What follows belongs to an exercise in optimizing a design on an open flow for small area; a production flow would make more cautious choices. Function was checked by simulation only, so behaviour that the tests miss may differ from the original. Power is estimated from default activity; no workload was simulated.

File: design.v
module hlm_mii (
    input  wire        clk,
    input  wire        rst,
    input  wire        acc_we,       
    input  wire [15:0] acc_wdata,
    input  wire        data_we,      
    input  wire [15:0] data_wdata,
    output wire [15:0] acc_rdata,    
    output wire [15:0] data_rdata,   
    output wire        busy,
    output wire        mdc,
    output wire        mdio_o,
    output wire        mdio_oe,
    input  wire        mdio_i
);
    reg  [15:1] acc_q;       
    reg  [15:0] data_q;      
    reg         eng_busy;
    reg  [7:0]  cnt;         
    wire [5:0] slot = cnt[7:2];
    wire       wr   = acc_q[1];
    wire       data_slot = (slot[5:4] == 2'b11);
    wire a_ld   = !rst && acc_we && !eng_busy;
    wire a_hold = !rst && !(acc_we && !eng_busy);
    wire shift  = eng_busy && data_slot && cnt[0] && (cnt[1] == wr);
    wire d_ld    = !rst && data_we;
    wire d_shift = !rst && !data_we && shift;
    wire d_hold  = !rst && !data_we && !shift;
    wire [15:0] d_in = {data_q[14:0], wr ? data_q[15] : mdio_i};
    always @(posedge clk) begin
        acc_q  <= ({15{a_ld}} & acc_wdata[15:1]) | ({15{a_hold}} & acc_q);
        data_q <= ({16{d_ld}} & data_wdata) | ({16{d_shift}} & d_in) |
                  ({16{d_hold}} & data_q);
        cnt      <= (cnt + 8'd1) & {8{eng_busy && !rst}};
        eng_busy <= !rst && (eng_busy ? (cnt != 8'hFF)
                                      : (acc_we && acc_wdata[0]));
    end
    reg hdr_bit;
    always @(*) begin
        case (slot[3:0])
            4'd0:  hdr_bit = 1'b0;
            4'd1:  hdr_bit = 1'b1;
            4'd2:  hdr_bit = !wr;
            4'd3:  hdr_bit = wr;
            4'd4:  hdr_bit = acc_q[15];
            4'd5:  hdr_bit = acc_q[14];
            4'd6:  hdr_bit = acc_q[13];
            4'd7:  hdr_bit = acc_q[12];
            4'd8:  hdr_bit = acc_q[11];
            4'd9:  hdr_bit = acc_q[10];
            4'd10: hdr_bit = acc_q[9];
            4'd11: hdr_bit = acc_q[8];
            4'd12: hdr_bit = acc_q[7];
            4'd13: hdr_bit = acc_q[6];
            4'd14: hdr_bit = 1'b1;
            default: hdr_bit = 1'b0;
        endcase
    end
    assign mdc     = cnt[1];
    assign mdio_o  = !slot[5] | (slot[4] ? (wr & data_q[15]) : hdr_bit);
    assign mdio_oe = eng_busy & (wr | !(data_slot | (slot[5:1] == 5'b10111)));
    assign busy    = eng_busy;
    assign acc_rdata  = {acc_q, eng_busy};
    assign data_rdata = data_q;
endmodule
module hlm_seq (
    input  wire        clk,
    input  wire        rst,
    input  wire        cmd_valid,
    output wire        cmd_ready,
    input  wire [2:0]  cmd_len,
    input  wire [31:0] cmd_w0,
    input  wire [31:0] cmd_w1,
    input  wire [31:0] cmd_w2,
    input  wire [31:0] cmd_w3,
    input  wire [31:0] cmd_w4,
    output reg         rsp_valid,
    output wire [31:0] rsp_status,
    output wire [31:0] rsp_info,
    output wire [31:0] rsp_res,
    output reg         bus_req,
    output wire        bus_we,
    output wire [11:0] bus_addr,
    output wire [31:0] bus_wdata,
    input  wire        bus_ack,
    input  wire [31:0] bus_rdata,
    input  wire        bus_err,
    output wire        acc_we,
    output wire [15:0] acc_wdata,
    output wire        data_we,
    output wire [15:0] data_wdata,
    input  wire [15:0] acc_rdata,
    input  wire [15:0] data_rdata,
    input  wire        mii_busy
);
    reg         st_int;      
    reg         st_mdio;     
    reg  [2:0]  step;        
    reg         wr;          
    reg  [31:0] res_q;       
    reg  [11:0] addr_q;      
    reg  [3:0]  info_q;      
    reg         ioerr_q;     
    assign cmd_ready  = !(bus_req | st_int | st_mdio);
    assign rsp_status = {29'd0, ioerr_q, 1'b0, |info_q};
    assign rsp_info   = {28'd0, info_q[3:1], info_q[0] | ioerr_q};
    assign rsp_res    = res_q;
    assign bus_we     = wr;
    assign bus_addr   = addr_q;
    assign bus_wdata  = res_q;
    wire [4:0] code  = cmd_w0[4:0];
    wire known  = !(|cmd_w0[31:5]) &&
                  (code[4:1] == 4'b0100 || code[4:2] == 3'b100);
    wire is_reg = !code[4];
    wire is_c45 = code[1];
    wire [2:0] want_len = (is_reg ? 3'd2 : is_c45 ? 3'd4 : 3'd3) + {2'd0, code[0]};
    wire len_ok  = (cmd_len == want_len);
    wire w1_hi   = |cmd_w1[31:12];
    wire w1_ge32 = w1_hi | (|cmd_w1[11:5]);
    wire w2_ge32 = |cmd_w2[31:5];
    wire w3_big  = |cmd_w3[31:16];
    wire w4_big  = |cmd_w4[31:16];
    wire ok1     = known && len_ok;
    wire mdio_ok = ok1 && !is_reg;
    wire f_w0    = !known;
    wire f_len   = known && !len_ok;
    wire f_w1    = ok1 && (is_reg ? w1_hi : w1_ge32);
    wire f_w2    = mdio_ok && !w1_ge32 && w2_ge32;
    wire m_ok2   = mdio_ok && !w1_ge32 && !w2_ge32;
    wire f_w3    = m_ok2 && w3_big && (is_c45 || code[0]);
    wire f_w4    = m_ok2 && is_c45 && code[0] && !w3_big && w4_big;
    wire m_pass  = m_ok2 && !f_w3 && !f_w4;
    wire v_fail  = f_w0 || f_len || f_w1 || f_w2 || f_w3 || f_w4;
    wire [3:0] v_info = f_w0  ? 4'd7 :
                        f_len ? 4'd8 :
                        f_w1  ? (is_reg ? 4'd1 : 4'd2) :
                        f_w2  ? (is_c45 ? 4'd4 : 4'd3) :
                        f_w3  ? (is_c45 ? 4'd5 : 4'd6) :
                        f_w4  ? 4'd6 : 4'd0;
    wire is_mii = (cmd_w1[11:0] == 12'h120) || (cmd_w1[11:0] == 12'h124);
    wire acc      = cmd_valid && cmd_ready;
    wire bus_done = bus_req && bus_ack;
    wire m_idle   = st_mdio && !mii_busy;
    wire s_done   = step[2] && !step[0];
    wire m_done   = m_idle && s_done;
    wire launch   = m_idle && !s_done;
    wire s_w0  = acc && f_w0;
    wire s_len = acc && f_len;
    wire s_w1  = acc && f_w1;
    wire s_w2  = acc && (f_w2 || (ok1 && is_reg && !w1_hi));
    wire s_w3  = acc && (f_w3 || m_pass);
    wire s_w4l = acc && m_pass;
    wire s_w4  = acc && f_w4;
    wire s_bus = bus_done && (bus_err || !wr);
    wire s_d   = !wr && ((st_int && addr_q[2]) || m_done);
    wire s_a   = !wr && st_int && !addr_q[2];
    wire s_hld = !(acc || st_int || bus_done || m_done);
    always @(posedge clk) begin
        res_q <= ({32{s_w0}} & cmd_w0) |
                 ({32{s_len}} & {29'd0, cmd_len}) |
                 ({32{s_w1}} & cmd_w1) |
                 ({32{s_w2}} & cmd_w2) |
                 ({32{s_w3}} & cmd_w3) |
                 ({32{s_w4l}} & {cmd_w4[15:0], 16'd0}) |
                 ({32{s_w4}} & cmd_w4) |
                 ({32{s_bus}} & bus_rdata) |
                 ({32{s_d}} & {16'd0, data_rdata}) |
                 ({32{s_a}} & {16'd0, acc_rdata}) |
                 ({32{s_hld}} & res_q);
    end
    always @(posedge clk) begin
        if (acc)
            addr_q <= {cmd_w1[11:10], is_reg ? cmd_w1[9:5] : cmd_w2[4:0], cmd_w1[4:0]};
    end
    wire [4:0]  phy   = addr_q[4:0];
    wire [4:0]  regad = addr_q[9:5];
    wire        last  = step[0] && (step[1] || step[2]);
    wire [4:0]  t_reg = step[2] ? regad : (step[0] ? 5'h0E : 5'h0D);
    wire [15:0] t_acc = {phy, t_reg, 4'd0, !last | wr, 1'b1};
    wire int_acc  = st_int && wr && !addr_q[2];
    wire int_data = st_int && wr && addr_q[2];
    wire d_lo  = st_int || (launch && step[0] && !(step[1:0] == 2'd3));
    wire d_hi  = launch && (step[1:0] == 2'd3);
    wire d_dev = launch && !step[0];
    assign acc_we     = int_acc || launch;
    assign data_we    = int_data || launch;
    assign acc_wdata  = ({16{st_int}} & res_q[15:0]) | ({16{launch}} & t_acc);
    assign data_wdata = ({16{d_lo}} & res_q[15:0]) | ({16{d_hi}} & res_q[31:16]) |
                        ({16{d_dev}} & {1'b0, step[1], 9'd0, regad});
    always @(posedge clk) begin
        info_q  <= {4{acc}} & v_info;
        ioerr_q <= bus_done && bus_err;
    end
    always @(posedge clk) begin
        if (rst) begin
            st_int    <= 1'b0;
            st_mdio   <= 1'b0;
            bus_req   <= 1'b0;
            rsp_valid <= 1'b0;
        end else begin
            rsp_valid <= 1'b0;
            if (acc) begin
                wr      <= code[0];
                step    <= is_c45 ? 3'd0 : 3'd5;
                if (v_fail)
                    rsp_valid <= 1'b1;
                else if (!is_reg)
                    st_mdio <= 1'b1;
                else if (is_mii)
                    st_int <= 1'b1;
                else
                    bus_req <= 1'b1;
            end
            if (st_int) begin
                st_int    <= 1'b0;
                rsp_valid <= 1'b1;
            end
            if (bus_done) begin
                bus_req   <= 1'b0;
                rsp_valid <= 1'b1;
            end
            if (m_idle) begin
                if (s_done) begin
                    st_mdio   <= 1'b0;
                    rsp_valid <= 1'b1;
                end else begin
                    step <= step + 3'd1;
                end
            end
        end
    end
endmodule
module hlm_top (
    input  wire        clk,
    input  wire        rst,
    input  wire        cmd_valid,
    output wire        cmd_ready,
    input  wire [2:0]  cmd_len,
    input  wire [31:0] cmd_w0,
    input  wire [31:0] cmd_w1,
    input  wire [31:0] cmd_w2,
    input  wire [31:0] cmd_w3,
    input  wire [31:0] cmd_w4,
    output wire        rsp_valid,
    output wire [31:0] rsp_status,
    output wire [31:0] rsp_info,
    output wire [31:0] rsp_res,
    output wire        bus_req,
    output wire        bus_we,
    output wire [11:0] bus_addr,
    output wire [31:0] bus_wdata,
    input  wire        bus_ack,
    input  wire [31:0] bus_rdata,
    input  wire        bus_err,
    output wire        mdc,
    output wire        mdio_o,
    output wire        mdio_oe,
    input  wire        mdio_i
);
    wire        acc_we, data_we, mii_busy;
    wire [15:0] acc_wdata, data_wdata;
    wire [15:0] acc_rdata, data_rdata;
    hlm_seq u_seq (
        .clk(clk), .rst(rst),
        .cmd_valid(cmd_valid), .cmd_ready(cmd_ready), .cmd_len(cmd_len),
        .cmd_w0(cmd_w0), .cmd_w1(cmd_w1), .cmd_w2(cmd_w2), .cmd_w3(cmd_w3), .cmd_w4(cmd_w4),
        .rsp_valid(rsp_valid), .rsp_status(rsp_status), .rsp_info(rsp_info), .rsp_res(rsp_res),
        .bus_req(bus_req), .bus_we(bus_we), .bus_addr(bus_addr), .bus_wdata(bus_wdata),
        .bus_ack(bus_ack), .bus_rdata(bus_rdata), .bus_err(bus_err),
        .acc_we(acc_we), .acc_wdata(acc_wdata), .data_we(data_we), .data_wdata(data_wdata),
        .acc_rdata(acc_rdata), .data_rdata(data_rdata), .mii_busy(mii_busy)
    );
    hlm_mii u_mii (
        .clk(clk), .rst(rst),
        .acc_we(acc_we), .acc_wdata(acc_wdata), .data_we(data_we), .data_wdata(data_wdata),
        .acc_rdata(acc_rdata), .data_rdata(data_rdata), .busy(mii_busy),
        .mdc(mdc), .mdio_o(mdio_o), .mdio_oe(mdio_oe), .mdio_i(mdio_i)
    );
endmodule
File: flow/run.sh
#!/bin/bash
# The standard layout with these changes:
#  - synthesis maps with an area-oriented ABC script (flow/abc_area.script);
#    everything else in synthesis is ORFS's and the standard flow's own script, so the
#    registers are the standard synthesis's
#  - port buffers are buf_1 (every port still gets one)
#  - the clock tree uses clkbuf_8 and no dummy loads
#  - constant outputs share the single tie cell synthesis makes
# Each tool's full output goes to a log in this folder (and ORFS's own logs
# under orfs/logs).
set -euo pipefail
HERE=$(pwd)
export BUFFER_PORTS_ARGS="-buffer_cell sky130_fd_sc_hd__buf_1"
export CTS_ARGS="-sink_clustering_enable -repair_clock_nets -buf_list sky130_fd_sc_hd__clkbuf_16 -sink_clustering_size 30 -sink_clustering_max_diameter 120 -dont_use_dummy_load"
export SKIP_REPAIR_TIE_FANOUT=1
rm -rf scripts_area
cp -r "$FLOW_HOME/scripts" scripts_area
cp flow/abc_area.script scripts_area/abc_speed.script
bash standard.sh SCRIPTS_DIR="$HERE/scripts_area" synth > synth_make.log 2>&1
bash standard.sh > standard_make.log 2>&1
File: flow/abc_area.script
&get -n
&st
&deepsyn -T 60
&dch -f
&nf -p -F 10 -A 10 -C 32 -R 1000
&put
File: standard.sh
#!/bin/bash
# synth_recipe.tcl (not shown) runs the flow's synth.tcl, then flattens the netlist and writes it again
# the make line also repeats each setting of config.mk as NAME=value (left out here)
make -C /OpenROAD-flow-scripts/flow DESIGN_CONFIG=/design/flow/config.mk WORK_HOME=/design/flow/orfs CLKGATE_MAP_FILE= SYNTH_SCRIPT=/design/flow/synth_recipe.tcl "${@:-finish}"
File: config.mk
export PLATFORM = sky130hd
export DESIGN_NAME = hlm_top
export DESIGN_NICKNAME = hlm_top
export VERILOG_FILES = /design/flow/design.v
export SDC_FILE = /design/flow/constraint.sdc
export NUM_CORES = 4
export LEC_CHECK = 0
export CAP_MARGIN = 20
export CORE_MARGIN = 2
export CORE_UTILIZATION = 30
export SLEW_MARGIN = 20
File: constraint.sdc
create_clock -name core_clock -period 6.0 [get_ports {clk}]
set_input_delay 1.2000 -clock core_clock [delete_from_list [all_inputs] [get_ports {clk}]]
set_output_delay 1.2000 -clock core_clock [all_outputs]
set_load 0.01 [all_outputs]
==> results of run 1 <==
per-stage QoR:
step                std cells  instance area (µm²)  util, %
finish                   1088                 6790     36.3
global route             1088                 6790     36.3
CTS                      1088                 6790     36.3
detailed placement       1079                 6560     35.1
global placement         1079                 6560     35.1
floorplan                 631                 5730        -
state kept, by name (all words and copies together) (netlist names), 3 cells and up:
signal        flops
u_mii.cnt         8
u_seq.res_q      32
u_seq.step        3
u_mii.data_q     16
u_seq.info_q      4
u_seq.addr_q     12
u_mii.acc_q      15
logic make-up after synthesis:
| family | share of synthesized area, % |
|---|---|
| AO/OA/AOI/OAI | 27.9 |
| XOR/XNOR | 0.919 |
| adder cells (fa/ha/maj) | 0.657 |
| buffers and inverters | 13.3 |
| flip-flops | 36.8 |
| multiplexers | 1.53 |
| other | 0.0656 |
| AND/OR/NAND/NOR | 18.8 |
power breakdown:
group	switching [mW]	leakage, nW	internal, mW
combinational	0.170	1.43	0.104
sequential	0.0557	0.821	0.691
clock	0.247	0.111	0.265
layout by cell type, fill, tap and decap left out, types with 3 or more instances in the layout:
cell type / count
sky130_fd_sc_hd__a222oi_1: 54
sky130_fd_sc_hd__ha_1: 3
sky130_fd_sc_hd__a31oi_1: 6
sky130_fd_sc_hd__nor4_1: 28
sky130_fd_sc_hd__o211ai_1: 4
sky130_fd_sc_hd__mux2_1: 6
sky130_fd_sc_hd__a21oi_1: 9
sky130_fd_sc_hd__nor3_1: 15
sky130_fd_sc_hd__o21ai_0: 13
sky130_fd_sc_hd__xor2_1: 3
sky130_fd_sc_hd__nand4_1: 6
sky130_fd_sc_hd__nor2_1: 14
sky130_fd_sc_hd__a221o_1: 65
sky130_fd_sc_hd__buf_1: 289
sky130_fd_sc_hd__nand2_1: 112
sky130_fd_sc_hd__nor2b_1: 4
sky130_fd_sc_hd__a22o_1: 4
sky130_fd_sc_hd__xnor2_1: 3
sky130_fd_sc_hd__a22oi_1: 10
sky130_fd_sc_hd__clkinv_1: 15
sky130_fd_sc_hd__a211oi_1: 3
sky130_fd_sc_hd__clkbuf_16: 9
sky130_fd_sc_hd__edfxtp_1: 16
sky130_fd_sc_hd__buf_4: 19
sky130_fd_sc_hd__and2_0: 3
sky130_fd_sc_hd__and3_1: 6
sky130_fd_sc_hd__nor2_2: 3
sky130_fd_sc_hd__dfxtp_1: 81
sky130_fd_sc_hd__nand3_1: 21
final timing paths:
| path | to | slack [ns] | cells after the start |
|---|---|---|---|
| max reg2reg | u_seq.rsp_valid | 2.40 | 14 |
| max | u_seq.rsp_valid | 1.05 | 17 |
| min reg2reg | u_mii.data_q[10] | 0.46 | 2 |
| min | u_mii.data_q[10] | 0.46 | 2 |
cell usage after synthesis (all sizes together) (3+ instances only):
cell / number / area share (%)
buf: 94 / 12
clkinv: 15 / 0.98
a31oi: 6 / 0.66
and3: 6 / 0.66
a221o: 65 / 11
nand4: 6 / 0.66
nor4: 28 / 3.1
nor3: 16 / 1.4
nor2: 17 / 1.1
ha: 3 / 0.66
nand3: 21 / 1.8
nor2b: 6 / 0.66
o21ai: 13 / 1.1
a22o: 4 / 0.61
nand2: 112 / 7.4
a222oi: 54 / 9.5
dfxtp: 81 / 28
o211ai: 4 / 0.53
xnor2: 3 / 0.46
mux2: 6 / 1.2
edfxtp: 16 / 8.4
a211oi: 3 / 0.39
xor2: 3 / 0.46
a22oi: 10 / 1.3
and2: 3 / 0.33
a21oi: 9 / 0.79
routing by layer:
layer / vias up / GRT usage [%] / part of all wire (%)
li1: 2928 / - / -
met1: 3201 / 37.3 / 41
met2: 466 / 43.5 / 46
met3: 48 / 4.81 / 10
met4: 0 / 8.26 / 2.4
met5: - / 0 / 0
critical path, stage by stage:
cell and delay [ns]:
sky130_fd_sc_hd__buf_1 0.41, sky130_fd_sc_hd__nor2b_1 0.11, sky130_fd_sc_hd__ha_1 0.31, sky130_fd_sc_hd__xor2_1 0.16, sky130_fd_sc_hd__nor3_1 0.33, sky130_fd_sc_hd__and4b_1 0.26, sky130_fd_sc_hd__nand2_1 0.11, sky130_fd_sc_hd__nor2_2 0.14
sky130_fd_sc_hd__and3_1 0.24, sky130_fd_sc_hd__and4b_1 0.21, sky130_fd_sc_hd__buf_4 0.23, sky130_fd_sc_hd__clkinv_1 0.11, sky130_fd_sc_hd__a41oi_2 0.21, sky130_fd_sc_hd__nor2b_2 0.07, sky130_fd_sc_hd__and2_0 0.51, sky130_fd_sc_hd__nand3b_1 0.37
sky130_fd_sc_hd__a211oi_1 0.24
layout make-up:
cell class                      instances  share of cell area (%)
Multi-Input combinational cell        425                    42.5
Sequential cell                        97                    30.9
Timing Repair Buffer                  308                    18.1
Tap cell                              234                    4.31
Clock buffer                            9                    3.32
Inverter                               15                   0.829
==> reports/summary.md, run 1 <==
The flow ran to the end and the layout has no timing, DRC or antenna violations. TritonCTS built the clock tree. The logs give 1.53 mW for the overall power of the completed layout and 835 for the number of nets produced by synthesis. The ratio of total power to cell area came out at 226 mW/mm². In this run, post-CTS hold repair placed 0 buffers. For the routed wire length, the log shows 28.5 mm.

The number of CTS-inserted buffers is 9. Number of antenna violations at the first check in global routing: 0. The effective utilization at floorplan is 30.6%. Dividing the final minimum period by the clock period gives 82.5%.

In the final layout, the multi-input gates occupy 0.00289 mm². STA puts the critical path data required time at 6.27 ns. The fraction of synthesis flops using an asynchronous set or reset pin was 0%. The area of the placeable core is 0.0187 mm². The area growth from synthesis to layout is 18.8%, and the maximum level of the CTS H-tree is 3. The final estimated routing congestion in global placement was 0.938; the clock transition at the registers of the reported paths was 0.07 ns. Timing would allow up to 0.202 GHz.

The number of setup buffers added after CTS is 0. The wire length per cell after detailed routing came out at 26.2 µm. The count of flip-flops with a built-in enable after synthesis works out to 16. The total number of yosys warnings is 2. The run gives 0 as the overall overflow remaining after global route.

The routed design could run at a clock period as short as 4.95 ns. Summing the sequential cell areas from Yosys gives 36.8% of the chip area. Data arrives at the worst endpoint at 5.22 ns. The worst setup path is of the primary input to register kind. Full die area: 0.0202 mm². The final critical-path setup slack was 1.05 ns. Average vias per placed instance: 6.11.

In the synthesized netlist the dominant register cell turns out to be sky130_fd_sc_hd__dfxtp_1. The HPWL after detailed placement is 22.8 mm. The logs give 59 for the maximum number of pins on one net before global-route repair and 0.0159 ns for the worst clock skew.

VDD sags by at most 0.101 mV. The first global-routing pass estimated 40.1 mm of wire. The transition time of the tightest slew-check pin works out to 1.04 ns. The tools report the via count of the first global-routing pass as 6217.

In this run the worst setup path begins at cmd_w0[1]. The final layout contains 1060 nets. After detailed routing, the number of remaining DRC violations is 0. The post-cts resize count is 0, and the worst relative slew slack is 30.8%. The area occupied by registers is 0.00210 mm².

The combined area of all synthesized cells is 0.00572 mm², and the number of nets with antenna violations after detailed routing is 0. A synthesized cell averages 9.06 µm². 0 antenna diodes ended up in the layout. Synthesis handed over a netlist of 631 instances.

From bottom edge to top edge, the die measures 142 µm. The count of input and output buffers is 289. The path category of the worst min-delay check is register to register. First-pass detailed-route iteration total: 8. The run gives 0 as the number of endpoints with negative hold slack in the final report. The die is 142 µm wide. The tools report the number of violations of the max-capacitance limit as 0. No sink is reached through more buffers than the 2 on the longest clock path. The routed layout has 6643 vias. Category of the worst setup path capture point: a register. Hold timing on the final database bottoms out at a slack of 0.458 ns.

The number of setup violations in the final report was 0; the max-slew violation total from the final report was 0. At the placement stage, the worst setup path has a slack of 0.702 ns. The floorplan has 50 rows.

The origin of the worst min-delay path was u_mii.data_q[9]. STA classifies the critical path startpoint as a primary input. The clock tree root buffer cell was sky130_fd_sc_hd__clkbuf_16. Launching point of the worst reg2reg path: u_seq.st_int. Synthesis inferred 97 register bits. The share of layout cells above drive strength 1 was 4.33%.

In this run, distinct cell masters in the synthesized netlist total 46. The logs give 27.2% for the total global routing track utilization and 992 for the starting DRC count in detailed routing. In this run the static leakage power is 2.36 nW. I/O pin count: 348. The maximum net fanout on the critical path was 18; the aggregate negative setup slack was 0 ns. The clock drives 97 sinks.

Setup repair after global routing left no endpoint under its margin. After filler insertion, the fill cell instance count of the layout stands at 2029. The later pin in the worst-skew pair is clocked with a latency of 0.36 ns.
==> run 2: changes to the inputs <==
--- a/flow/run.sh
+++ b/flow/run.sh
@@ -11,7 +11,7 @@
 set -euo pipefail
 HERE=$(pwd)
 export BUFFER_PORTS_ARGS="-buffer_cell sky130_fd_sc_hd__buf_1"
-export CTS_ARGS="-sink_clustering_enable -repair_clock_nets -buf_list sky130_fd_sc_hd__clkbuf_16 -sink_clustering_size 30 -sink_clustering_max_diameter 120 -dont_use_dummy_load"
+export CTS_ARGS="-sink_clustering_enable -repair_clock_nets -buf_list sky130_fd_sc_hd__clkbuf_8 -dont_use_dummy_load"
 export SKIP_REPAIR_TIE_FANOUT=1
 rm -rf scripts_area
 cp -r "$FLOW_HOME/scripts" scripts_area
==> reports/summary.md, run 2 <==
The run finished with no timing, DRC or antenna violations. The clock transition at the registers of the reported paths is 0.09 ns. On the final layout, the worst clock skew is 0.0274 ns.

For the critical path arrival, the log shows 5.25 ns. Height of the die: 142 µm. TritonCTS built the clock tree. The share of synthesized area occupied by flip-flops and latches came out at 36.8%. The number of nets in the layout was 1060; the flip-flop count of the largest register after layout was 32.

Max-slew violation total from the final report: 0. Before antenna repair, the detailed router went through 7 iterations. The achievable clock frequency is 0.202 GHz. The run gives 1.38 mW as the overall power of the completed layout.

The tools report the end point of the most critical hold path as u_mii.data_q[10]. The register with the highest flop count was u_seq.res_q. Number of setup violations in the final report: 0. In this run the critical register-to-register path is launched from u_seq.st_int. Yosys attributes the largest share of cell area to sky130_fd_sc_hd__dfxtp_1 28%, sky130_fd_sc_hd__buf_4 12%, sky130_fd_sc_hd__a221o_1 11%.

In the layout the commonest cells are 289 x sky130_fd_sc_hd__buf_1, 112 x sky130_fd_sc_hd__nand2_1, 81 x sky130_fd_sc_hd__dfxtp_1, 65 x sky130_fd_sc_hd__a221o_1, 54 x sky130_fd_sc_hd__a222oi_1. For this run, the number of Yosys warnings is 2. The logs give 2.32 nW for the leakage dissipation and 2 for the number of buffers between clock root and the deepest sink. The tools report the standard-cell row count as 50. CTS placed an instance of sky130_fd_sc_hd__clkbuf_8 at the clock tree root. The tools report the global-route wire length before repair as 40.1 mm. VDD sags by at most 0.0791 mV. The buffer and inverter count on the worst path is 3, and the number of remaining DRC errors is 0. Adding up every negative setup slack in the final design gives 0 ns. The overall overflow remaining after global route was 0; the area growth from synthesis to layout was 17.1%. STA classifies the critical path endpoint as a register. The post-placement setup slack came out at 0.702 ns. Setup repair after global routing left no endpoint under its margin. Among cell families on the critical path, the largest total delay comes from simple AND/OR/NAND/NOR gates. For the routed wire length, the log shows 28.6 mm. The tools report the distinct cell type count after synthesis as 46. After synthesis the netlist holds a flip-flop and latch count of 97.

Once the floorplan was initialized, standard cells occupied 30.6% of the core. After synthesis, the most frequently instantiated cells are 112 x sky130_fd_sc_hd__nand2_1, 94 x sky130_fd_sc_hd__buf_4, 81 x sky130_fd_sc_hd__dfxtp_1, 65 x sky130_fd_sc_hd__a221o_1, 54 x sky130_fd_sc_hd__a222oi_1. Yosys mapped a number of flops with a built-in enable equal to 16. In this run the worst path has a maximum fanout of 18.

The area of the placeable core is 0.0187 mm². The biggest area contributor in the post-synthesis netlist is sky130_fd_sc_hd__dfxtp_1. The reg2reg setup slack came out at 2.36 ns.

For the number of nets with antenna violations after detailed routing, the log shows 0. For the data required time at the worst endpoint, the log shows 6.30 ns. The path class of the tightest hold or removal check is register to register. The average instance area after synthesis is 9.06 µm², and the transition time of the tightest slew-check pin is 1.05 ns. The ratio of total power to cell area is 207 mW/mm². The worst setup path is launched from a primary input.

In the final routed layout, each cell accounts on average for 26.2 µm. The slowest stage of the critical path is the sky130_fd_sc_hd__and2_0 cell. The tools report the total global routing track utilization as 27.1%. Of the cells placed in the final design, the portion with a size suffix greater than 1 is 4.33%. The clock net in this run drives a total of 97 sinks.

The starting DRC count in detailed routing is 930. For the number of buffers inserted by hold repair at cts, the log shows 0. The final estimated routing congestion in global placement is 0.938.

The final critical-path setup slack is 1.05 ns. The signal on the critical path passes through buf_1 > nor2b_1 > ha_1 > xor2_1 > nor3_1 > and4b_1 > nand2_1 > nor2_2 > and3_1 > and4b_1 > buf_4 > clkinv_1 > a41oi_2 > nor2b_2 > and2_0 > nand3b_1 > a211oi_1. Longest individual stage delay on the worst path: 0.51 ns. The via count of the first global-routing pass is 6202, and the number of endpoints with negative hold slack in the final report is 0.

The floorplan step set the die width to 142 µm. The combined area of all synthesized cells was 0.00572 mm². The number of nets handed over by synthesis was 835.

The run gives 59 as the maximum number of pins on one net before global-route repair. In the synthesized netlist the dominant register cell turns out to be sky130_fd_sc_hd__dfxtp_1. The number of cells on the worst reg-to-reg path is 14.

The most instantiated library cell after synthesis was sky130_fd_sc_hd__nand2_1. The library cell used most frequently in the layout, excluding fill and tap cells, is sky130_fd_sc_hd__buf_1. The post-route worst hold slack was 0.447 ns; the number of CTS-inserted buffers was 9. The synthesized instance count was 631. The classification of the worst setup path is primary input to register. Depth of the worst hold-timing path: 2. In this run the critical register-to-register path is captured at u_seq.rsp_valid. The detailed placer's ending HPWL is 22.8 mm. The run gives 3 as the maximum level of the CTS H-tree. The full die area came out at 0.0202 mm².

The fraction of synthesis flops using an asynchronous set or reset pin was 0%; the via count was 6665. Count of input and output buffers: 289. In this run the most critical hold path is launched from u_mii.data_q[9]. In the final layout, the registers with the most flip-flops are u_seq.res_q (32), u_mii.data_q (16), u_mii.acc_q (15).

Among the stages of the critical path, the cell type that occurs most often is sky130_fd_sc_hd__and4b_1. Share of Yosys cell area claimed by the top area cell type: 28.4%. The post-CTS setup buffer count came out at 0. Number of antenna violations at the first check in global routing: 0. The run gives 348 as the I/O pin count.

The share of the core filled with cells in the final layout came out at 35.8%. The worst path needs 4.95 ns of the cycle, external delays included. The number of gates resized after CTS was 0. The number of violations of the max-capacitance limit was 0; the average vias per placed instance was 6.12. The clock reaches the later pin of the worst-skew pair after 0.39 ns.

In the finished design, the share of the clock period the worst path needs comes to 82.5%. Headroom to the max-slew limit came out at 29.6%.
run 2: cell counts after synthesis:
No cell type changed its count.
run 2: cell type report:
class	count	area, µm²
fillers	2042	12000
well taps	234	293
repair buffers	308	1230
inverters	15	56.3
diodes	1	2.50
multi-input cells	425	2890
clock buffers	9	124
flip-flops and latches	97	2100
run 2: where the power goes:
| part | switching, mW | internal [mW] | leakage, nW |
|---|---|---|---|
| Sequential | 0.0558 | 0.691 | 0.821 |
| Clock | 0.226 | 0.135 | 0.0647 |
| Combinational | 0.171 | 0.104 | 1.43 |
| Total | 0.453 | 0.930 | 2.32 |
run 2: logic make-up (layout without fill, tap and decap cells):
family                   count (synthesis)  after routing  synth area share (%)
AND/OR/NAND/NOR                        227            227                  18.8
AO/OA/AOI/OAI                          180            180                  27.9
buffers and inverters                  109            332                  13.3
flip-flops                              97             97                  36.8
multiplexers                             8              8                  1.53
XOR/XNOR                                 6              6                 0.919
adder cells (fa/ha/maj)                  3              3                 0.657
other                                    1              2                0.0656
run 2: per-layer routing:
layer  wire [µm]  GRT usage (%)
met1       11800           37.3
met2       13200           43.2
met3        2930           5.25
met4         683           7.95
met5           0              0
run 2: how the worst max path moves through the flow:
| stage | from | to | slack (ns) | cells after the start |
|---|---|---|---|---|
| after global placement | cmd_w0[1] | u_seq.rsp_valid | 0.87 | 17 |
| final | cmd_w0[1] | u_seq.rsp_valid | 1.05 | 17 |
| after global routing | cmd_w0[1] | u_seq.rsp_valid | 0.80 | 17 |
| after floorplan | cmd_w0[4] | u_seq.rsp_valid | 0.22 | 15 |
| after detailed placement | cmd_w0[1] | u_seq.rsp_valid | 0.70 | 17 |
| after CTS | cmd_w0[1] | u_seq.rsp_valid | 1.08 | 17 |
run 2: stage by stage:
| stage | instance area, µm² | instances |
|---|---|---|
| after floorplan | 5730 | 631 |
| after global placement | 6560 | 1079 |
| after CTS | 6690 | 1088 |
| after detailed placement | 6560 | 1079 |
| final | 6690 | 1089 |
| after global routing | 6690 | 1088 |
run 2: tightest hold or removal path, stage by stage, from the launching register on:
cell and delay [ns]:
sky130_fd_sc_hd__dfxtp_1 0.33, sky130_fd_sc_hd__nand2_1 0.06, sky130_fd_sc_hd__nand2_1 0.04
==> run 3: changes to the inputs <==
--- a/flow/run.sh
+++ b/flow/run.sh
@@ -6,6 +6,7 @@
 #  - port buffers are buf_1 (every port still gets one)
 #  - the clock tree uses clkbuf_8 and no dummy loads
 #  - constant outputs share the single tie cell synthesis makes
+#  - after synthesis, repairs may not use buffers larger than buf_2
 # Each tool's full output goes to a log in this folder (and ORFS's own logs
 # under orfs/logs).
 set -euo pipefail
@@ -17,4 +18,6 @@
 cp -r "$FLOW_HOME/scripts" scripts_area
 cp flow/abc_area.script scripts_area/abc_speed.script
 bash standard.sh SCRIPTS_DIR="$HERE/scripts_area" synth > synth_make.log 2>&1
+# after synthesis, repairs buffer with the smaller buffers only
+export DONT_USE_CELLS="sky130_fd_sc_hd__buf_4 sky130_fd_sc_hd__buf_6 sky130_fd_sc_hd__buf_8 sky130_fd_sc_hd__buf_12 sky130_fd_sc_hd__buf_16"
 bash standard.sh > standard_make.log 2>&1
==> reports/summary.md, run 3 <==
The global-route wire length before repair came out at 40.1 mm. Via count of the first global-routing pass: 6202. The combined area of all synthesized cells is 0.00572 mm². By area the synthesized netlist is led by sky130_fd_sc_hd__dfxtp_1 28%, sky130_fd_sc_hd__buf_4 12%, sky130_fd_sc_hd__a221o_1 11%. Path category of the worst min-delay check: register to register. For this design the top-level I/O count stands at 348. The floorplan step set the die width to 142 µm. In this run the standard cell core region covers 0.0187 mm². The largest registers in the layout are u_seq.res_q (32), u_mii.data_q (16), u_mii.acc_q (15). The starting DRC count in detailed routing came out at 930. During placement, the flow inserted port buffers numbering 289. The worst relative slew slack came out at 29.6%.

The data required time at the worst endpoint was 6.30 ns. Leaving out fill and tap cells, the most frequent cell in the layout is sky130_fd_sc_hd__buf_1. Each instance of the synthesized netlist takes up on average 9.06 µm². The tree built by TritonCTS fans out to 97 sinks. The count of flip-flops with a built-in enable after synthesis was 16.

The run gives 0.202 GHz as the achievable clock frequency. The tools report the footprint of the multi-input gates as 0.00289 mm². The fraction of synthesized area in multiplexers came out at 1.53%. The simple-gate area share of the yosys netlist was 18.8%. Setup repair after global routing left no endpoint under its margin. The distinct cell type count after synthesis came out at 46. The total overflow left after global routing is 0.

After detailed routing, the number of vias per cell comes to 6.12. The number of endpoints with negative hold slack in the final report is 0, and the number of nets with antenna violations after detailed routing is 0. The clock passes through at most 2 buffers. In the synthesized netlist the dominant register cell turns out to be sky130_fd_sc_hd__dfxtp_1. Post-synthesis adder-cell area fraction: 0.656%. By count the netlist is led by 112 x sky130_fd_sc_hd__nand2_1, 94 x sky130_fd_sc_hd__buf_4, 81 x sky130_fd_sc_hd__dfxtp_1, 65 x sky130_fd_sc_hd__a221o_1, 54 x sky130_fd_sc_hd__a222oi_1. The number of clock buffers added by TritonCTS is 9. The logs give 0 for the post-cts resize count and 0 ns for the aggregate negative setup slack. For this block, the via count after detailed routing is 6665.

The final critical path time including I/O delays and setup is 4.95 ns, and the area growth from synthesis to layout is 17.1%. The register bit count reported by yosys was 97; the number of violations of the max-capacitance limit was 0. The final critical-path setup slack is 1.05 ns. The worst setup path is launched from a primary input. The post-route worst hold slack was 0.447 ns. The logs give 50 for the standard-cell row count and 0.702 ns for the post-placement setup slack. In this run the vertical extent of the chip is 142 µm. Leaving out fill and tap cells, the most frequent cells in the layout are 289 x sky130_fd_sc_hd__buf_1, 112 x sky130_fd_sc_hd__nand2_1, 81 x sky130_fd_sc_hd__dfxtp_1, 65 x sky130_fd_sc_hd__a221o_1, 54 x sky130_fd_sc_hd__a222oi_1. The kind of cell adding the most delay to the critical path is simple AND/OR/NAND/NOR gates. The critical path goes through buf_1 > nor2b_1 > ha_1 > xor2_1 > nor3_1 > and4b_1 > nand2_1 > nor2_2 > and3_1 > and4b_1 > buf_4 > clkinv_1 > a41oi_2 > nor2b_2 > and2_0 > nand3b_1 > a211oi_1. The register with the highest flop count is u_seq.res_q.

In this design, the critical path's most frequently occurring cell is sky130_fd_sc_hd__and4b_1. For the final database, setup skew stands at 0.0274 ns. STA classifies the critical path endpoint as a register.

Of the cells placed in the final design, the portion with a size suffix greater than 1 is 4.33%. The share of Yosys cell area claimed by the top area cell type works out to 28.4%. The longest individual stage delay on the worst path works out to 0.51 ns. The max-slew violation total from the final report was 0. Dividing total power by cell area gives a power density of 207 mW/mm². sky130_fd_sc_hd__dfxtp_1 takes more of the synthesized area than any other cell. Along the worst path, the maximum fanout reaches 18. By area, the combinational part of the netlist is dominated by compound AO/OA/AOI/OAI gates.

Summing the areas of all compound-gate instances in the mapped netlist gives 27.9% of the synthesized area. The number of antenna violations at the first check in global routing is 0. The worst-case IR drop observed on VDD is 0.0791 mV. The area occupied by registers came out at 0.00210 mm². Entering global routing, the biggest net connects 59 pins.

Summing the sequential cell areas from Yosys gives 36.8% of the chip area. Before antenna repair, the detailed router went through 7 iterations. Of the total synthesized cell area, the portion taken by XOR and XNOR cells is 0.919%.

The fraction of synthesis flops using an asynchronous set or reset pin came out at 0%. The number of buffers and inverters on the critical path is 3. The register with the most flip-flops in the layout has 32 of them. The final estimated routing congestion in global placement came out at 0.938. The wire length per cell after detailed routing is 26.2 µm. In this run the static leakage power is 2.32 nW.

Most instantiated library cell after synthesis: sky130_fd_sc_hd__nand2_1. The number of nets in the layout is 1060, and the critical path arrival is 5.25 ns. The run gives 0 as the post-CTS setup buffer count.

The H-tree was split into 3 levels. For this configuration, the core starts out at a cell density of 30.6%. At the pin with the least slew margin, the transition time is 1.05 ns. Clock-pin slew was measured on the worst setup and hold paths at 0.09 ns.

After filler insertion, the fill cell instance count of the layout stands at 2042. The flow ran to the end and the layout has no timing, DRC or antenna violations. For the number of nets produced by synthesis, the log shows 835. TritonCTS built the clock tree. Setup violations remaining at the end of the flow were counted as 0. The synthesized instance count is 631, and the full die area is 0.0202 mm². After layout, the worst path uses 82.5% of the clock period. Cell type of the slowest stage on the worst timing path: sky130_fd_sc_hd__and2_0. For this run, the number of Yosys warnings is 2. After detailed routing, the number of remaining DRC violations is 0. Routed wire length: 28.6 mm.

For this run, the total global-route usage over all layers was measured as 27.1%. The worst setup path is of the primary input to register kind. The clock tree root buffer cell is sky130_fd_sc_hd__clkbuf_8. After legalization and detailed placement, the total HPWL measured 22.8 mm.

The clock network latency to the later pin of the worst-skew pair came out at 0.39 ns. The number of hold buffers added after CTS was 0.
==> run 3: cell counts after synthesis <==
No cell type changed its count.
==> run 3: final timing paths <==
kind	startpoint	to	slack (ns)	cells after the start
hold / removal	u_mii.data_q[9]	u_mii.data_q[10]	0.45	2
hold reg to reg	u_mii.data_q[9]	u_mii.data_q[10]	0.45	2
setup / recovery	cmd_w0[1]	u_seq.rsp_valid	1.05	17
setup reg to reg	u_seq.st_int	u_seq.rsp_valid	2.36	14
==> run 3: final cells by class <==
class,instances,share of cell area [%]
diodes,1,0.0374
well taps,234,4.37
inverters,15,0.841
flip-flops and latches,97,31.4
repair buffers,308,18.3
clock buffers,9,1.85
multi-input cells,425,43.2
==> run 3: where the power goes <==
group	internal (mW)	total (mW)	leakage, nW	switching, mW
registers	0.691	0.747	0.821	0.0558
logic	0.104	0.275	1.43	0.171
clock network	0.135	0.362	0.0647	0.226
total	0.930	1.38	2.32	0.453
==> run 3: stage by stage <==
step / std cells / instance area, µm² / power (mW) / utilization (%)
finish: 1089 / 6690 / 1.38 / 35.8
global route: 1088 / 6690 / 1.44 / 35.8
CTS: 1088 / 6690 / 1.38 / 35.7
detailed placement: 1079 / 6560 / 1.03 / 35.1
global placement: 1079 / 6560 / 1.03 / 35.1
floorplan: 631 / 5730 / 0.911 / -
==> run 3: logic make-up after synthesis <==
family / after synthesis
AOI/OAI and AO/OA: 180
xor gates and xnor gates: 6
adders and majority gates: 3
buffers and inverters: 109
DFF: 97
muxes: 8
other: 1
and+or+nand+nor: 227
==> run 3: per-layer routing <==
metal	share of wire, %	wire length, µm	GRT usage, %
met1	41	11800	37.3
met4	2.4	683	7.95
met5	0	0	0
met2	46	13200	43.2
met3	10	2930	5.25
==> run 3: worst min-delay path, stage by stage (launching register included) <==
cell	delay, ns
sky130_fd_sc_hd__dfxtp_1	0.33
sky130_fd_sc_hd__nand2_1	0.06
sky130_fd_sc_hd__nand2_1	0.04
==> run 4: changes to the inputs <==
--- a/design.v
+++ b/design.v
@@ -99,11 +99,12 @@
     reg         wr;          
     reg  [31:0] res_q;       
     reg  [11:0] addr_q;      
-    reg  [3:0]  info_q;      
+    reg         vfail_q;     
     reg         ioerr_q;     
     assign cmd_ready  = !(bus_req | st_int | st_mdio);
-    assign rsp_status = {29'd0, ioerr_q, 1'b0, |info_q};
-    assign rsp_info   = {28'd0, info_q[3:1], info_q[0] | ioerr_q};
+    wire [3:0] info   = {4{vfail_q}} & addr_q[3:0];
+    assign rsp_status = {29'd0, ioerr_q, 1'b0, vfail_q};
+    assign rsp_info   = {28'd0, info[3:1], info[0] | ioerr_q};
     assign rsp_res    = res_q;
     assign bus_we     = wr;
     assign bus_addr   = addr_q;
@@ -170,7 +171,8 @@
     end
     always @(posedge clk) begin
         if (acc)
-            addr_q <= {cmd_w1[11:10], is_reg ? cmd_w1[9:5] : cmd_w2[4:0], cmd_w1[4:0]};
+            addr_q <= {cmd_w1[11:10], is_reg ? cmd_w1[9:5] : cmd_w2[4:0],
+                       cmd_w1[4], v_fail ? v_info : cmd_w1[3:0]};
     end
     wire [4:0]  phy   = addr_q[4:0];
     wire [4:0]  regad = addr_q[9:5];
@@ -188,7 +190,7 @@
     assign data_wdata = ({16{d_lo}} & res_q[15:0]) | ({16{d_hi}} & res_q[31:16]) |
                         ({16{d_dev}} & {1'b0, step[1], 9'd0, regad});
     always @(posedge clk) begin
-        info_q  <= {4{acc}} & v_info;
+        vfail_q <= acc && v_fail;
         ioerr_q <= bus_done && bus_err;
     end
     always @(posedge clk) begin
--- a/flow/run.sh
+++ b/flow/run.sh
@@ -6,7 +6,6 @@
 #  - port buffers are buf_1 (every port still gets one)
 #  - the clock tree uses clkbuf_8 and no dummy loads
 #  - constant outputs share the single tie cell synthesis makes
-#  - after synthesis, repairs may not use buffers larger than buf_2
 # Each tool's full output goes to a log in this folder (and ORFS's own logs
 # under orfs/logs).
 set -euo pipefail
@@ -18,6 +17,4 @@
 cp -r "$FLOW_HOME/scripts" scripts_area
 cp flow/abc_area.script scripts_area/abc_speed.script
 bash standard.sh SCRIPTS_DIR="$HERE/scripts_area" synth > synth_make.log 2>&1
-# after synthesis, repairs buffer with the smaller buffers only
-export DONT_USE_CELLS="sky130_fd_sc_hd__buf_4 sky130_fd_sc_hd__buf_6 sky130_fd_sc_hd__buf_8 sky130_fd_sc_hd__buf_12 sky130_fd_sc_hd__buf_16"
 bash standard.sh > standard_make.log 2>&1
==> reports/summary.md, run 4 <==
For the worst clock skew, the log shows 0.0353 ns. Post-placement setup slack: 0.935 ns. The netlist uses 51 different library cells. The tools report the data required time at the worst endpoint as 6.33 ns.

For the max-slew violation total from the final report, the log shows 0. The via count of the first global-routing pass is 6350, and the maximum net fanout on the critical path is 20. The part of the power in the clock network was 26.6%. The tools report the maximum level of the CTS H-tree as 3. STA classifies the critical path endpoint as a register. The starting DRC count in detailed routing is 1063. TritonCTS built the clock tree.

The most common cell after layout, fill and taps aside was sky130_fd_sc_hd__buf_1. The critical path is of the primary input to register type. The top cell types in the final layout, fill and taps aside, are 289 x sky130_fd_sc_hd__buf_1, 119 x sky130_fd_sc_hd__nand2_1, 78 x sky130_fd_sc_hd__dfxtp_1, 54 x sky130_fd_sc_hd__a222oi_1, 35 x sky130_fd_sc_hd__a221o_1.

Setup repair after global routing left no endpoint under its margin. The floorplan step defined a die boundary enclosing 0.0204 mm². The average vias per placed instance was 5.99.

Path category of the worst min-delay check: register to register. The number of clock buffers added by TritonCTS is 9. Clock network latency to the later pin of the worst-skew pair: 0.41 ns.

The run gives 0 ns as the aggregate negative setup slack. The leakage dissipation is 2.32 nW, and the total global routing track utilization is 27.2%. The tools report the kind of start point of the critical path as a primary input. For this run, the number of Yosys warnings is 2.

The floorplan has 50 rows. The logs give 0.977 for the final estimated routing congestion in global placement and 28.8 mm for the routed wire length. For the finished layout, the period the worst path requires is 4.78 ns. Number of setup violations in the final report: 0. The share of total power dissipated in sequential elements is 53.9%. The flip-flop count of the largest register after layout is 32.

The die is 143 µm tall. The largest registers in the layout are u_seq.res_q (32), u_mii.data_q (16), u_mii.acc_q (15). At the end of the flow, the number of nets in the layout was 1101. After detailed placement, the design holds a cell count of 1120. The effective utilization at floorplan was 30.8%; the area growth from synthesis to layout was 16.7%. The clock drives 94 sinks.

When the netlist entered floorplanning its net count stood at 876. In this run the clock root is driven by a sky130_fd_sc_hd__clkbuf_8. In the final layout, the share of cells above drive strength 1 is 3.69%.

The number of gates resized after CTS was 0. In this run the power density over the cells is 200 mW/mm². For the worst relative slew slack, the log shows 30.0%.

Yosys attributes the largest share of cell area to sky130_fd_sc_hd__dfxtp_1 27%, sky130_fd_sc_hd__buf_4 12%, sky130_fd_sc_hd__a222oi_1 9.4%. For the number of antenna violations at the first check in global routing, the log shows 0. In this run switching power makes up 33.1% of total power.

The count of nets left with antenna violations once routing finished came out at 0. The net switching power came out at 446 µW. Number of remaining DRC errors: 0. The first-pass detailed-route iteration total is 9, and the average instance area after synthesis is 8.59 µm².

The combined area of all synthesized cells is 0.00577 mm². The critical path arrival was 5.12 ns. After technology mapping, the gate count stands at 672.

The total area inside the core boundary comes to 0.0188 mm². The share of synthesized area occupied by flip-flops and latches is 35.4%. After clock tree synthesis, the clock-pin slew on the worst setup and hold paths is 0.11 ns. In this run the biggest area consumer among cell types represents 27.1% of the synthesized area.

Based on the critical path, the design can be clocked at up to 0.209 GHz. In this run the tool buffered the top-level ports with 289 buffer cells. Combinational cells account for 19.5% of the total power. The register with the highest flop count is u_seq.res_q. In this run, synthesis inferred 16 flip-flops with an integrated enable. After detailed routing, the average wire length per cell comes to 25.5 µm. The final critical-path setup slack is 1.22 ns. Cell taking the most area after synthesis: sky130_fd_sc_hd__dfxtp_1. For this run, the leading register cell type out of synthesis is sky130_fd_sc_hd__dfxtp_1.

The run finished with no timing, DRC or antenna violations. Summed over all nets, the half-perimeter wirelength after detailed placement is 22.9 mm. The number of antenna diodes in the final layout is 0. Of all flip-flops after synthesis, the portion carrying an async set or reset was 0%. The maximum number of pins on one net before global-route repair was 59; the width of the die was 143 µm.

The number of standard cells in the final layout excluding fillers is 1129, and the overall overflow remaining after global route is 0. Internal power comes to 900 µW. For the pin with the worst max-slew slack, the measured transition is 1.05 ns.

The run gives 6762 as the via count. No sink is reached through more buffers than the 2 on the longest clock path. The number of violations of the max-capacitance limit came out at 0.

The global-route wire length before repair is 40.8 mm. The tools report the number of endpoints with negative hold slack in the final report as 0. The number of hold buffers added after CTS was 0. The register bit count reported by yosys was 94; the peak supply drop was 0.0948 mV. The worst path uses 79.7% of the clock period. By instance count, the leading cell after synthesis is sky130_fd_sc_hd__nand2_1. Sorting the synthesized cells by how often they occur yields 119 x sky130_fd_sc_hd__nand2_1, 92 x sky130_fd_sc_hd__buf_4, 78 x sky130_fd_sc_hd__dfxtp_1, 54 x sky130_fd_sc_hd__a222oi_1, 37 x sky130_fd_sc_hd__nor2_1. The post-CTS setup buffer count came out at 0. I/O pin count: 348.
==> run 4: changes by cell type after synthesis, sizes merged, moves of 4 or more <==
cell	change
a211o	+5
o211ai	+6
a221o	-30
a221oi	+7
nand3	+9
a21oi	+20
and2	+4
nand2	+7
o21ai	-4
nor3	-5
nor2	+20
==> run 4: cell families (layout without fill, tap and decap cells) <==
group | Yosys count | in the layout | share of synthesized area (%)
mux | 6 | 6 | 1.17
buf+inv | 109 | 332 | 13.1
xor+xnor | 6 | 6 | 0.910
simple gates | 263 | 263 | 21.3
fa+ha+maj | 3 | 3 | 0.650
flops | 94 | 94 | 35.4
other cells | 1 | 1 | 0.0650
compound gates | 190 | 190 | 27.5
==> run 4: per-stage QoR <==
| step | util (%) | cell area [µm²] | total power, mW | hold slack [ns] |
|---|---|---|---|---|
| 4_1_cts | 35.9 | 6730 | 1.34 | 0.469 |
| 2_1_floorplan | - | 5770 | 0.879 | 0.430 |
| 5_1_grt | 35.9 | 6740 | 1.39 | 0.489 |
| 3_3_place_gp | 35.2 | 6610 | 0.998 | 0.449 |
| 3_5_place_dp | 35.2 | 6610 | 0.997 | 0.453 |
| 6_report | 35.9 | 6740 | 1.35 | 0.467 |
==> run 4: final timing paths <==
kind | from | to | slack [ns] | cells after the start
hold / removal | u_mii.data_q[5] | u_mii.data_q[5] | 0.47 | 2
setup reg to reg | u_seq.st_int | u_seq.res_q[31] | 2.71 | 11
setup / recovery | cmd_w0[4] | u_seq.res_q[31] | 1.22 | 13
hold reg to reg | u_mii.data_q[5] | u_mii.data_q[5] | 0.47 | 2
==> run 4: cell type report <==
type	instances	area (µm²)
timing repair buffer	306	1210
sequential	94	2040
tap	234	293
multi-input combinational	469	3000
clock buffer	9	124
fill	2036	12000
inverter	17	63.8
==> run 4: power groups by stage <==
stage | clock network [mW] | logic, mW | registers [mW]
3_5_place_dp | 0 | 0.259 | 0.738
4_1_cts | 0.362 | 0.260 | 0.723
3_3_place_gp | 0 | 0.260 | 0.738
5_1_grt | 0.381 | 0.284 | 0.727
6_report | 0.358 | 0.263 | 0.725
2_1_floorplan | 0 | 0.160 | 0.719
==> run 4: layer usage <==
layer  vias to the layer above  global-route usage [%]  share of wire (%)
met1                      3202                    36.6                 40
met4                         0                    7.45                2.5
li1                       3023                       -                  -
met3                        46                    5.06                 10
met2                       491                    44.8                 48
met5                         -                       0                  0
==> run 4: worst max-delay path, stage by stage <==
cell and delay, ns:
sky130_fd_sc_hd__buf_1 0.59, sky130_fd_sc_hd__nor2b_1 0.25, sky130_fd_sc_hd__ha_1 0.26, sky130_fd_sc_hd__xor2_1 0.17, sky130_fd_sc_hd__nor3_1 0.44, sky130_fd_sc_hd__nand2_1 0.22
sky130_fd_sc_hd__nor2_1 0.13, sky130_fd_sc_hd__buf_4 0.22, sky130_fd_sc_hd__nand2_1 0.07, sky130_fd_sc_hd__nor2_1 0.10, sky130_fd_sc_hd__buf_4 0.30, sky130_fd_sc_hd__and2_0 0.86
sky130_fd_sc_hd__a221o_1 0.29
==> run 5: changes to the inputs <==
==> flow/run.sh (replaced) <==
#!/bin/bash
# The standard layout with these changes:
#  - synthesis maps with an area-oriented ABC script (flow/abc_area.script);
#    it is run with three seeds of ABC's deepsyn and the smallest netlist is
#    kept; everything else in synthesis is ORFS's and the standard flow's own script, so
#    the registers are the standard synthesis's
#  - port buffers are buf_1 (every port still gets one)
#  - the clock tree uses clkbuf_8 and no dummy loads
#  - constant outputs share the single tie cell synthesis makes
# Each tool's full output goes to a log in this folder (and ORFS's own logs
# under orfs/logs and try*/logs).
set -euo pipefail
HERE=$(pwd)
export BUFFER_PORTS_ARGS="-buffer_cell sky130_fd_sc_hd__buf_1"
export CTS_ARGS="-sink_clustering_enable -repair_clock_nets -buf_list sky130_fd_sc_hd__clkbuf_8 -dont_use_dummy_load"
export SKIP_REPAIR_TIE_FANOUT=1
SEEDS="1 2 3"
for s in $SEEDS; do
  rm -rf "scripts_s$s" "try$s"
  cp -r "$FLOW_HOME/scripts" "scripts_s$s"
  sed "s/^&deepsyn .*/\&deepsyn -T 50 -S $s/" flow/abc_area.script > "scripts_s$s/abc_speed.script"
  bash standard.sh SCRIPTS_DIR="$HERE/scripts_s$s" WORK_HOME="$HERE/try$s" synth > "synth_try$s.log" 2>&1 &
done
wait
best=""
besta=""
for s in $SEEDS; do
  rpt="try$s/reports/$FLOW_PLATFORM/hlm_top/base/synth_stat.txt"
  [[ -f "try$s/results/$FLOW_PLATFORM/hlm_top/base/1_synth.odb" && -f "$rpt" ]] || continue
  a=$(sed -n "s/.*Chip area for module.*: *\([0-9.]*\).*/\1/p" "$rpt" | tail -n 1)
  echo "seed $s: synthesis area $a" >> synth_choice.log
  if [[ -z "$best" ]] || awk -v a="$a" -v b="$besta" 'BEGIN{exit !(a < b)}'; then
    best=$s
    besta=$a
  fi
done
echo "kept seed $best" >> synth_choice.log
rm -rf orfs
cp -rp "try$best" orfs
bash standard.sh > standard_make.log 2>&1
==> reports/summary.md, run 5 <==
The final estimated routing congestion in global placement is 0.957. The worst relative slew slack is 36.7%, and the count of flip-flops with a built-in enable after synthesis is 16. For this run, design rule violations remaining after detail routing come to 0.

Summed over all instances, the cell type with the most area after synthesis is sky130_fd_sc_hd__dfxtp_1. In this run the cell area of the synthesized design comes to 0.00574 mm². The count of input and output buffers came out at 289. The die is 142 µm wide.

Subtracting the final worst setup slack from the clock period gives 4.54 ns. Cells with a size suffix above 1 make up 3.34% of the layout. The tools report the number of nets in the layout as 1103. The area occupied by registers was 0.00204 mm². The worst hold path begins at u_mii.cnt[0]. Aggregate negative setup slack: 0 ns.

Number of endpoints with negative hold slack in the final report: 0. The tools report the launching point of the worst reg2reg path as u_seq.st_int. Entering global routing, the biggest net connects 59 pins.

The first global-routing pass estimated 40.6 mm of wire. Of all nets on the critical path, the largest fanout is 16. IR analysis of the VDD net gives a maximum drop of 0.0953 mV. In the layout the commonest cells are 289 x sky130_fd_sc_hd__buf_1, 125 x sky130_fd_sc_hd__nand2_1, 78 x sky130_fd_sc_hd__dfxtp_1, 51 x sky130_fd_sc_hd__a222oi_1, 41 x sky130_fd_sc_hd__a21oi_1.

The share of Yosys cell area claimed by the top area cell type works out to 27.2%. For the number of nets with antenna violations after detailed routing, the log shows 0. The setup path with the least slack is of type primary input to register. After synthesis, the share of flip-flops with an asynchronous set or reset is 0%. The floorplan step set the die height to 142 µm. Distinct cell type count after synthesis: 46. For this run, the detailed router's first-pass iteration total came to 10. The tools report the routed wire length as 29.3 mm. The total area inside the core boundary comes to 0.0188 mm². STA classifies the critical path startpoint as a primary input. Buffers added to address setup during post-CTS repair amount to 0. The tools report the share of the core filled with cells in the final layout as 35.6%. The largest registers in the layout are u_seq.res_q (32), u_mii.data_q (16), u_mii.acc_q (15). After Yosys synthesis, full adders, half adders and majority gates account for 0.654% of the synthesized area. Prior to clock tree synthesis, the placed netlist has a worst setup slack of 1.30 ns. The run gives 0 as the max-slew violation total from the final report.

Number of CTS-inserted buffers: 9. For this run, global-route usage on met3 was measured as 6.02%. The Yosys step of the flow raised 2 warnings. From synthesis to final layout, the design area changed by 16.4%. Summing all multi-input logic gate instances after layout gives 0.00299 mm². The clock network latency to the later pin of the worst-skew pair is 0.39 ns, and the number of setup violations in the final report is 0. The register with the most flip-flops in the layout has 32 of them.

The worst clock skew came out at 0.0400 ns. The number of nets handed over by synthesis was 882. The tools report the synthesized instance count as 678. Leaving out fill and tap cells, the most frequent cell in the layout is sky130_fd_sc_hd__buf_1. The tools report the number of antenna violations at the first check in global routing as 3. The critical path starts at cmd_w0[17].

The tools report the via count as 6942. The layer flagged by global routing as most heavily used is met2. CTS saw 94 sinks. In this run, post-CTS hold repair placed 0 buffers. The depth of the worst hold-timing path works out to 1. The register bit count reported by yosys is 94, and the transition time of the tightest slew-check pin is 0.949 ns. Global routing consumed, on the met2 layer, 44.5% of the routing resources. Via count of the first global-routing pass: 6388. Summing the areas of all xor and xnor instances in the mapped netlist gives 1.07% of the synthesized area. The first routing iteration left 1084 violations. TritonCTS built the clock tree. Sorting the synthesized cells by how often they occur yields 125 x sky130_fd_sc_hd__nand2_1, 92 x sky130_fd_sc_hd__buf_4, 78 x sky130_fd_sc_hd__dfxtp_1, 51 x sky130_fd_sc_hd__a222oi_1, 42 x sky130_fd_sc_hd__a21oi_1. The fraction of synthesized area in multiplexers came out at 1.18%. The ratio of total power to cell area works out to 201 mW/mm².

In this run the count of I/O pins placed on the die edge is 348. Main combinational cell family by area after synthesis: compound AO/OA/AOI/OAI gates. In this run the deepest clock path goes through 2 buffers.

The number of violations of the max-capacitance limit was 0; the number of filler instances in the final layout was 2088. The min-delay analysis places its worst path in the category register to register. The die covers 0.0203 mm². Ranked by total cell area, the synthesized netlist is headed by sky130_fd_sc_hd__dfxtp_1 27%, sky130_fd_sc_hd__buf_4 12%, sky130_fd_sc_hd__a222oi_1 8.9%. Post-route worst hold slack: 0.487 ns. In this run, post-CTS repair resized a total of 0 instances. The most instantiated library cell after synthesis is sky130_fd_sc_hd__nand2_1.

A synthesized cell averages 8.47 µm². More flip-flops sit in one register than any other, and that register is u_seq.res_q. The data required time at the worst endpoint is 6.31 ns, and the clock transition at the registers of the reported paths is 0.07 ns. Share of synthesized area occupied by flip-flops and latches: 35.6%. The overall overflow remaining after global route was 0. Global routing used 27.3% of the available tracks. The flow ran to the end and the layout has no timing, DRC or antenna violations.

For this run, the top clock speed supported by timing is 0.220 GHz. The wire length per cell after detailed routing is 25.9 µm, and the final critical-path setup slack is 1.46 ns. The effective utilization at floorplan is 30.6%.

The tools report the category of the worst setup path capture point as a register. The H-tree generated during clock tree synthesis spans 3 levels. The tools report the leakage dissipation as 2.26 nW.

Clock tree root buffer cell: sky130_fd_sc_hd__clkbuf_8. Dividing the detail-routed via count by the number of cells gives 6.13. Summing the areas of all compound-gate instances in the mapped netlist gives 26.7% of the synthesized area. The final worst-path cycle share was 75.6%.

Global routing used 35.8% of the available met1 tracks. The synthesized netlist devotes 22.0% of its cell area to simple gates. After legalization and detailed placement, the total HPWL measured 23.2 mm.

At the worst endpoint, the arrival time is 4.84 ns. Setup repair after global routing left no endpoint under its margin. For the worst flop-to-flop path, the logic depth is 8. For the standard-cell row count, the log shows 50. Prevailing post-synth register cell: sky130_fd_sc_hd__dfxtp_1.
[run 5: logic make-up (layout without fill, tap and decap cells)]
kind of cell               count (synthesis)  count (layout)
xor gates and xnor gates                   7               7
adders and majority gates                  3               3
buffers and inverters                    104             323
muxes                                      6               6
other                                      1               3
DFF                                       94              94
and+or+nand+nor                          264             264
AOI/OAI and AO/OA                        199             199
[run 5: layout make-up]
class                      instances  share of cell area, %
antenna                            2                 0.0749
clock buffer                       9                   1.85
inverter                          12                  0.674
multi-input combinational        480                   44.8
sequential                        94                   30.6
tap                              234                   4.38
timing repair buffer             302                   17.7
[run 5: critical path, stage by stage]
cell and delay (ns):
sky130_fd_sc_hd__buf_1 0.10, sky130_fd_sc_hd__nor4_1 0.69, sky130_fd_sc_hd__nand4_1 0.16, sky130_fd_sc_hd__nor2_1 0.18, sky130_fd_sc_hd__nand4_1 0.26, sky130_fd_sc_hd__nor2b_1 0.47, sky130_fd_sc_hd__nor2b_1 0.39, sky130_fd_sc_hd__nor2b_1 0.28
sky130_fd_sc_hd__nand3_1 0.55, sky130_fd_sc_hd__o211ai_1 0.40, sky130_fd_sc_hd__a221o_1 0.14
[run 5: report_power, final]
group          internal (mW)  leakage, nW  total [mW]  switching, mW
Combinational         0.0900         1.41       0.264          0.174
Clock                  0.135       0.0647       0.351          0.215
Sequential             0.669        0.788       0.727         0.0582
[run 5: worst paths after layout]
kind / to / slack (ns)
worst max-delay path: u_seq.res_q[31] / 1.46
worst min-delay path: u_mii.cnt[0] / 0.49
worst max register to register: u_seq.res_q[16] / 2.76
worst min register to register: u_mii.cnt[0] / 0.49
[run 5: per-stage QoR]
| step | area (µm²) | std cells | power, mW |
|---|---|---|---|
| after floorplan | 5740 | 678 | 0.874 |
| after global placement | 6540 | 1121 | 0.997 |
| after detailed placement | 6550 | 1122 | 0.995 |
| after CTS | 6670 | 1131 | 1.33 |
| after global routing | 6680 | 1132 | 1.38 |
| final | 6680 | 1133 | 1.34 |
[run 5: routing by layer]
metal	wire (µm)	share of wire (%)
met2	13800	47
met4	1000	3.4
met5	0	0
met3	3120	11
met1	11400	39

[separate check: timing with driven ports]
The flow's constraints put no driver on any port. The routed layouts listed below were extracted and timed again, unchanged, in two steps. Step 1, drivers: a clkbuf_16 drives clk and a buf_2 each remaining input, both assumed. Step 2 also shifts input and output timing later by t, the mid clock arrival at the registers, as if the neighbouring blocks saw the same clock. Three values: ideal, step 1, step 2; two values: the first two.
run | t (ns) | setup slack, ns | worst setup path after step 2
run 1 | 0.390 | 1.053 / 1.061 / 0.671 | input to register
run 2 | 0.417 | 1.052 / 1.058 / 0.641 | input to register
run 3 | 0.417 | 1.052 / 1.058 / 0.641 | input to register
run 4 | 0.424 | 1.216 / 1.192 / 0.767 | input to register
run 5 | 0.406 | 1.465 / 1.478 / 1.072 | input to register
After both steps setup and hold are still met in every run listed. For run 4, which loses most, drivers alone change the setup slack by -0.024 ns; drivers and shift together by -0.449 ns.
